Source: an optimization exercise on an open RTL-to-GDS flow (aim: small area, a short achievable clock period and few clock cycles). Production flows keep margins and buffers that such runs may drop.
Only simulation tests tie the RTL to the original design; equivalence was not proved.

==> inputs of branch lagoon <==
Design ring_view_ctrl, start of the top module:
module ring_view_ctrl (
    input  wire        clk,
    input  wire        rst,           
    input  wire        cmd_valid,
    output wire        cmd_ready,
    input  wire [31:0] cmd_data,
    output wire        rsp_valid,
    input  wire        rsp_ready,
    output wire [31:0] rsp_data,
    output wire        rsp_last
);
Settings: LEC_CHECK=0, CAP_MARGIN=20, CORE_MARGIN=2, CORE_UTILIZATION=40, SLEW_MARGIN=20; clock period 55.0 ns.
standard.sh (not shown) runs the stock make flow with config.mk's settings and CLKGATE_MAP_FILE= SYNTH_SCRIPT=/design/flow/synth_recipe.tcl, a recipe that flattens the netlist after the stock synthesis.
==> flow/flow/run.sh <==
#!/bin/bash
# The standard layout (standard synthesis, floorplan, placement, CTS, routing) with two changes:
# the port buffers that buffer_ports inserts are plain buf_4 cells instead of its default
# delay cells, and the resizer's timing repair aims for 43 ns of setup slack at the design's
# 55 ns clock (so it also works on paths that already meet 55 ns). The SDC is the standard flow's, unchanged.
set -euo pipefail
export BUFFER_PORTS_ARGS="-buffer_cell sky130_fd_sc_hd__buf_4"
export SETUP_SLACK_MARGIN=43
bash standard.sh finish > standard_flow.log 2>&1
==> branch maple: changes against branch lagoon <==
==> flow/config.mk (replaced) <==
export PLATFORM = sky130hd
export DESIGN_NAME = ring_view_ctrl
export DESIGN_NICKNAME = ring_view_ctrl
export VERILOG_FILES = /design/flow/design.v
export SDC_FILE = /design/flow/constraint.sdc
export NUM_CORES = 4
export LEC_CHECK = 0
export CAP_MARGIN = 20
export CORE_MARGIN = 2
export CORE_UTILIZATION = 40
export CTS_CLUSTER_DIAMETER = 80
export CTS_CLUSTER_SIZE = 24
export SLEW_MARGIN = 20
==> branch fjord: changes against branch lagoon <==
--- a/flow/design.v
+++ b/flow/design.v
@@ -9,29 +9,33 @@
     output wire [31:0] rsp_data,
     output wire        rsp_last
 );
     localparam N_RING = 8;
     reg        dev_ready;
     reg  [7:0] vv;                    
     reg  [7:0] cf;                    
     reg  [7:0] hv, tv;                
-    reg [20:0] head_ptr [0:N_RING-1];
-    reg [20:0] tail_ptr [0:N_RING-1];
+    reg [20:0] hps [0:N_RING-1];      
+    reg [20:0] tps [0:N_RING-1];      
+    reg [19:0] vds [0:N_RING-1];      
+    reg [20:0] vhs [0:N_RING-1];      
+    reg [20:0] vts [0:N_RING-1];      
+    reg        pp;                    
+    reg        vpu;                   
+    reg        vpc;                   
     reg [63:0] rb [0:N_RING-1];       
     reg [39:0] rh [0:N_RING-1];       
     reg  [2:0] ph;                    
     reg  [7:0] cy;                    
-    reg [19:0] v_depth [0:N_RING-1];
     reg [16:0] rw [0:N_RING-1];       
-    reg [20:0] v_head  [0:N_RING-1];
-    reg [20:0] v_tail  [0:N_RING-1];
     reg [23:0] v_cl    [0:N_RING-1];   
     reg        rv;                    
     reg        rl;                    
+    reg        ill;                   
     reg [31:0] rd;                    
     reg  [3:0] ridx;                  
     reg  [4:0] wp;                    
     reg        k_rd, k_wr, k_cfg, k_upd, k_used, k_dump, k_init;
     reg        f_hi0;                 
     reg        f_lo0;                 
     reg        f_rg0;                 
     reg        f_sub0;                
@@ -79,30 +83,33 @@
     wire in_upd  = in_ring & (in_op[1:0] == 2'd1);
     wire in_used = in_ring & (in_op[1:0] == 2'd2);
     wire in_dump = in_ring & (in_op[1:0] == 2'd3);
     wire in_ringok = in_ds0 & (cmd_data[17:15] == 3'd0);
     wire in_devz   = (cmd_data[23:20] == 4'd0);
     wire in_multi  = (in_op == 6'h01) | (in_op == 6'h02) | (in_op == 6'h08);
     wire in_usedok = in_used & in_ringok;
     wire in_dumpok = in_dump & in_ringok;
-    wire [1:0] in_st = (in_init | in_ring) ? {1'b0, in_init ? ~in_devz : ~in_ringok} : 2'd3;
+    wire [1:0] in_st = {1'b0, (in_op == 6'h03) ? ~in_devz : ~in_ringok};
+    wire       in_ill = ~(in_multi | in_init | in_upd | in_used | in_dump);
+    wire       rlx    = rl | ill;
     wire dev_ok   = f_ds0;
     wire ring_ok  = f_ds0 & f_rhi0;
     wire k_multi  = k_rd | k_wr | k_cfg;
     wire bad_cw   = cw1 & k_multi & ~(f_hi0 & f_lo0 & (f_rg0 | k_cfg));
     wire init_go  = cw1 & k_init & f_hi0 & f_lo0 & f_rg0 & f_sub0 & f_devz;
     wire upd_go   = cw1 & k_upd & f_hi0 & f_lo0 & ring_ok;
     wire in_aok  = (cmd_data[31:6] == 26'h80) & (cmd_data[1:0] == 2'b00);
-    wire [19:0] depth  = v_depth[r];
-    wire [20:0] cur_h  = v_head[r];
-    wire [20:0] cur_t  = v_tail[r];
+    wire  [2:0] rs     = ph - 3'd1 - r;
+    wire [19:0] depth  = vds[rs];
+    wire [20:0] cur_h  = vhs[rs];
+    wire [20:0] cur_t  = vts[rs];
     wire [23:0] cur_l  = v_cl[r];
-    wire [20:0] new_h  = hv[r] ? head_ptr[r] : 21'd0;
-    wire [20:0] new_t  = tv[r] ? tail_ptr[r] : 21'd0;
+    wire [20:0] new_h  = hv[r] ? hps[rs] : 21'd0;
+    wire [20:0] new_t  = tv[r] ? tps[rs] : 21'd0;
     wire [21:0] occ_cur = {2'b00, cur_t[19:0]} - {2'b00, cur_h[19:0]}
                         + ((cur_t[20] != cur_h[20]) ? {2'b00, depth} : 22'd0);
     wire [22:0] d_a = {3'd0, new_h[19:0]} - {3'd0, cur_h[19:0]}
                     + ((new_h[20] & ~cur_h[20]) ? {3'd0, depth} : 23'd0)
                     - ((cur_h[20] & ~new_h[20]) ? {3'd0, depth} : 23'd0);
     wire        slow_a = ({1'b0, new_h[19:0]} >= {1'b0, depth}) | ({1'b0, cur_h[19:0]} >= {1'b0, depth});
     wire        upd_act = upd_go & dev_ready & cf[r];
     wire [20:0] td2   = {depth, 1'b0};
@@ -123,16 +130,27 @@
     wire [16:0] wl_cur = (w_now7 | w_now3) ? w_tap : x4;
     wire        bpend_n = bpend & ~b_wr;
     wire        cfg_ok = ring_ok & dev_ready & ~cf[r] & ~x3_big;
     wire        cfg_st = ~ring_ok | (dev_ready & (cf[r] | x3_big));
     wire [39:0] rh_in  = (b_wr ? 40'd0 : rh[7]) + {39'd0, cy[ph]};
     wire        nx_rdy = (ridx == 4'd3) ? (~wpend | w_now7 | w_now3) :
                          (ridx == 4'd7) ? (~cpend | c_now) : 1'b1;
     wire [20:0] ptr_rd = a_tail ? new_t : new_h;
+    wire        wok    = (ph[0] == r[0]);
+    wire  [2:0] ws     = ph - r;
+    wire        p_go   = wr_go | pp;
+    wire        vu_go  = upd_act | vpu;
+    wire        vc_go  = cfg_go | vpc;
+    wire        hp_wr  = p_go & ~a_tail & wok;
+    wire        tp_wr  = p_go & a_tail & wok;
+    wire        vd_wr  = vc_go & wok;
+    wire        vh_wr  = (vu_go | vc_go) & wok;
+    wire [20:0] vh_in  = vc_go ? 21'd0 : new_h;
+    wire [20:0] vt_in  = vc_go ? 21'd0 : new_t;
     reg [31:0] dump_nx;               
     always @(*) begin
         case (ridx)
             4'd0:    dump_nx = {11'd0, cur_h};
             4'd1:    dump_nx = {11'd0, cur_t};
             4'd2:    dump_nx = {12'd0, depth};
             4'd3:    dump_nx = {16'd0, wl_cur[15:0]};
             4'd4:    dump_nx = {31'd0, x4[16]};
@@ -146,25 +164,29 @@
         if (!vv[r]) dump_nx = 32'd0;
         if (ridx == 4'd10) dump_nx = {29'd0, r};
     end
     wire [31:0] rsp_nx = k_dump ? dump_nx :
                          k_used ? (cf[r] ? {{10{occ_cur[21]}}, occ_cur} : 32'd0) :
                                   {11'd0, ptr_rd};
     assign cmd_ready = cr;
     assign rsp_valid = rv;
-    assign rsp_data  = rd;
-    assign rsp_last  = rl;
+    assign rsp_data  = {rd[31:2], rd[1:0] | {2{ill}}};
+    assign rsp_last  = rlx;
     integer i;
     always @(posedge clk) begin
         if (rst) begin
             rv        <= 1'b0;
             rl        <= 1'b0;
+            ill       <= 1'b0;
             rd        <= 32'd0;
             wt        <= 1'b0;
+            pp        <= 1'b0;
+            vpu       <= 1'b0;
+            vpc       <= 1'b0;
             cw1       <= 1'b0;
             ridx      <= 4'd0;
             wp        <= 5'b00001;
             k_rd      <= 1'b0;
             k_wr      <= 1'b0;
             k_cfg     <= 1'b0;
             k_upd     <= 1'b0;
             k_used    <= 1'b0;
@@ -187,16 +209,19 @@
             vv        <= 8'd0;
             cf        <= 8'd0;
             hv        <= 8'd0;
             tv        <= 8'd0;
         end else begin
             wr_go   <= 1'b0;
             cfg_go  <= 1'b0;
             cw1     <= hs_cmd & wp[0];
+            pp      <= p_go & ~wok;
+            vpu     <= vu_go & ~wok;
+            vpc     <= vc_go & ~wok;
             ph      <= ph + 3'd1;
             if (hs_cmd) begin
                 rd[31:2] <= 30'd0;
                 if (wp[0]) begin
                     k_rd    <= (in_op == 6'h01);
                     k_wr    <= (in_op == 6'h02);
                     k_cfg   <= (in_op == 6'h08);
                     k_upd   <= (in_op == 6'h09);
@@ -211,17 +236,18 @@
                     f_ds0   <= in_ds0;
                     f_rhi0  <= (cmd_data[17:15] == 3'd0);
                     r       <= cmd_data[14:12];
                     ridx    <= 4'd0;
                     lastw   <= in_rd;
                     wp      <= in_multi ? 5'b00010 : 5'b00001;
                     rv      <= ~in_multi;
                     rd[1:0] <= in_st;
-                    rl      <= ~(in_usedok | in_dumpok);
+                    rl      <= ~(((in_op == 6'h0A) | (in_op == 6'h0B)) & in_ds0 & (cmd_data[17:15] == 3'd0));
+                    ill     <= in_ill;
                     cpend   <= (in_op == 6'h0B);
                     wpend   <= (in_op == 6'h0B);
                 end else begin
                     wp    <= lastw ? 5'b00001 : {wp[3:0], 1'b0};
                     lastw <= (k_wr & wp[1]) | (k_cfg & wp[3]);
                     rv    <= lastw;
                     if (wp[1]) begin
                         if (k_cfg) x1 <= cmd_data;
@@ -253,20 +279,21 @@
             end
             if (bad_cw) begin
                 wp      <= 5'b00001;
                 rv      <= 1'b1;
                 rl      <= 1'b1;
                 rd[1:0] <= 2'd3;
             end
             cr <= hs_cmd ? (wp[0] ? (in_multi & ~((in_op == 6'h08) & bpend_n)) : ~lastw)
-                         : ~((rv & ~(rsp_ready & rl)) | bad_cw | busy_n | wt |
+                         : ~((rv & ~(rsp_ready & rlx)) | bad_cw | busy_n | wt |
                              (bpend_n & k_cfg & wp[1]));
             if (hs_rsp) begin
-                if (rl) begin
+                if (rlx) begin
+                    ill <= 1'b0;
                     rv <= 1'b0;
                     rl <= 1'b0;
                 end else if (!nx_rdy) begin
                     rv <= 1'b0;
                     wt <= 1'b1;
                 end else begin
                     ridx <= ridx + 4'd1;
                     rd <= rsp_nx;
@@ -342,29 +369,32 @@
                 d2      <= neg2 ? (23'd0 - {2'd0, rem}) : {2'd0, rem};
             end
             if (upd_wr)
                 busy <= 1'b0;
         end
     end
     always @(posedge clk) begin
         begin
-            if (wr_go) begin
-                if (a_tail) tail_ptr[r] <= wv;
-                else        head_ptr[r] <= wv;
-            end
-            if (cfg_go) begin
-                v_depth[r] <= x3;
-                v_head[r]  <= 21'd0;
-                v_tail[r]  <= 21'd0;
-                v_cl[r]    <= 24'd0;
-            end
-            if (upd_act) begin
-                v_head[r] <= new_h;
-                v_tail[r] <= new_t;
+            if (cfg_go)
+                v_cl[r] <= 24'd0;
+            for (i = 0; i < N_RING; i = i + 1) begin
+                if (i % 2 == 0 && hp_wr && ws == i) hps[i] <= wv;
+                else                                 hps[i] <= hps[(i + 7) % 8];
+                if (i % 2 == 0 && tp_wr && ws == i) tps[i] <= wv;
+                else                                 tps[i] <= tps[(i + 7) % 8];
+                if (i % 2 == 0 && vd_wr && ws == i) vds[i] <= x3;
+                else                                 vds[i] <= vds[(i + 7) % 8];
+                if (i % 2 == 0 && vh_wr && ws == i) begin
+                    vhs[i] <= vh_in;
+                    vts[i] <= vt_in;
+                end else begin
+                    vhs[i] <= vhs[(i + 7) % 8];
+                    vts[i] <= vts[(i + 7) % 8];
+                end
             end
             if (upd_wr)
                 v_cl[r] <= l_sum[23:0];
             for (i = 1; i < N_RING; i = i + 1) begin
                 rb[i] <= rb[i-1];
                 rh[i] <= rh[i-1];
             end
             rb[0] <= b_wr ? {x2, x1} : rb[7];   
==> flow/config.mk (replaced) <==
export PLATFORM = sky130hd
export DESIGN_NAME = ring_view_ctrl
export DESIGN_NICKNAME = ring_view_ctrl
export VERILOG_FILES = /design/flow/design.v
export SDC_FILE = /design/flow/constraint.sdc
export NUM_CORES = 4
export LEC_CHECK = 0
export CAP_MARGIN = 20
export CORE_MARGIN = 2
export CORE_UTILIZATION = 55
export CTS_CLUSTER_DIAMETER = 80
export CTS_CLUSTER_SIZE = 24
export SLEW_MARGIN = 20
==> impl_metrics.tcl <==
set metrics [dict create \
    combPwrFrac 0.084 \
    fp-row-count 168 \
    outcome "finished clean" \
    wl_per_cell_um 27.5 \
    core_area_um2 209000 \
    drive_gt1_frac 0.169 \
    yosysTopAreaCell "edfxtp_1" \
]
[end of results for branch lagoon]
==> impl_metrics.tcl <==
set metrics [dict create \
    outcome "finished clean" \
    core_area_um2 209000 \
    combPwrFrac 0.099 \
    yosysTopAreaCell "edfxtp_1" \
    wl_per_cell_um 27.9 \
    drive_gt1_frac 0.145 \
]
[end of results for branch maple]
==> impl_metrics.tcl <==
set metrics [dict create \
    outcome "finished clean" \
    yosysTopAreaCell "dfxtp_1" \
    drive_gt1_frac 0.153 \
    fp-row-count 140 \
    wl_per_cell_um 28.3 \
    combPwrFrac 0.158 \
    core_area_um2 146000 \
]
[end of results for branch fjord]
Testbench counts of branch lagoon, summed over its fixed seeds: cycles 40,688.
Testbench counts of branch maple, summed over its fixed seeds: cycles 40,688.
Testbench counts of branch fjord, summed over its fixed seeds: cycles 40,688.

port drivers added, routing unchanged:
The results above use ideal ports. As a check the final layouts listed here were re-extracted and re-timed, cells and wires unchanged.
Step 1 sets driving cells, clkbuf_16 on the clock port and buf_2 on the other inputs (assumed; they add their load-dependent delay and slew).
Step 2 also shifts input and output timing later by t, the mid clock arrival at the registers, as if the neighbouring blocks saw the same clock.
Slacks: ideal / step 1 / step 2; pairs: ideal / step 1.
| run | t (ns) | setup WS [ns] | hold slack, ns | worst slew at a driven data input, ns | pins driven straight from the clock port |
|---|---|---|---|---|---|
| branch lagoon | 0.956 | 42.571 / 42.477 / 41.957 | 0.287 / 0.287 / 0.287 | 0.08 | 1 |
| branch maple | 0.913 | 42.613 / 42.518 / 41.971 | 0.249 / 0.249 / 0.249 | 0.08 | 1 |
| branch fjord | 0.867 | 42.474 / 42.387 / 42.117 | 0.300 / 0.300 / 0.300 | 0.06 | 1 |
After both steps every run listed still meets setup and hold. The setup slack of branch maple, which loses most, moves by -0.095 ns with the drivers and by -0.642 ns with both steps.
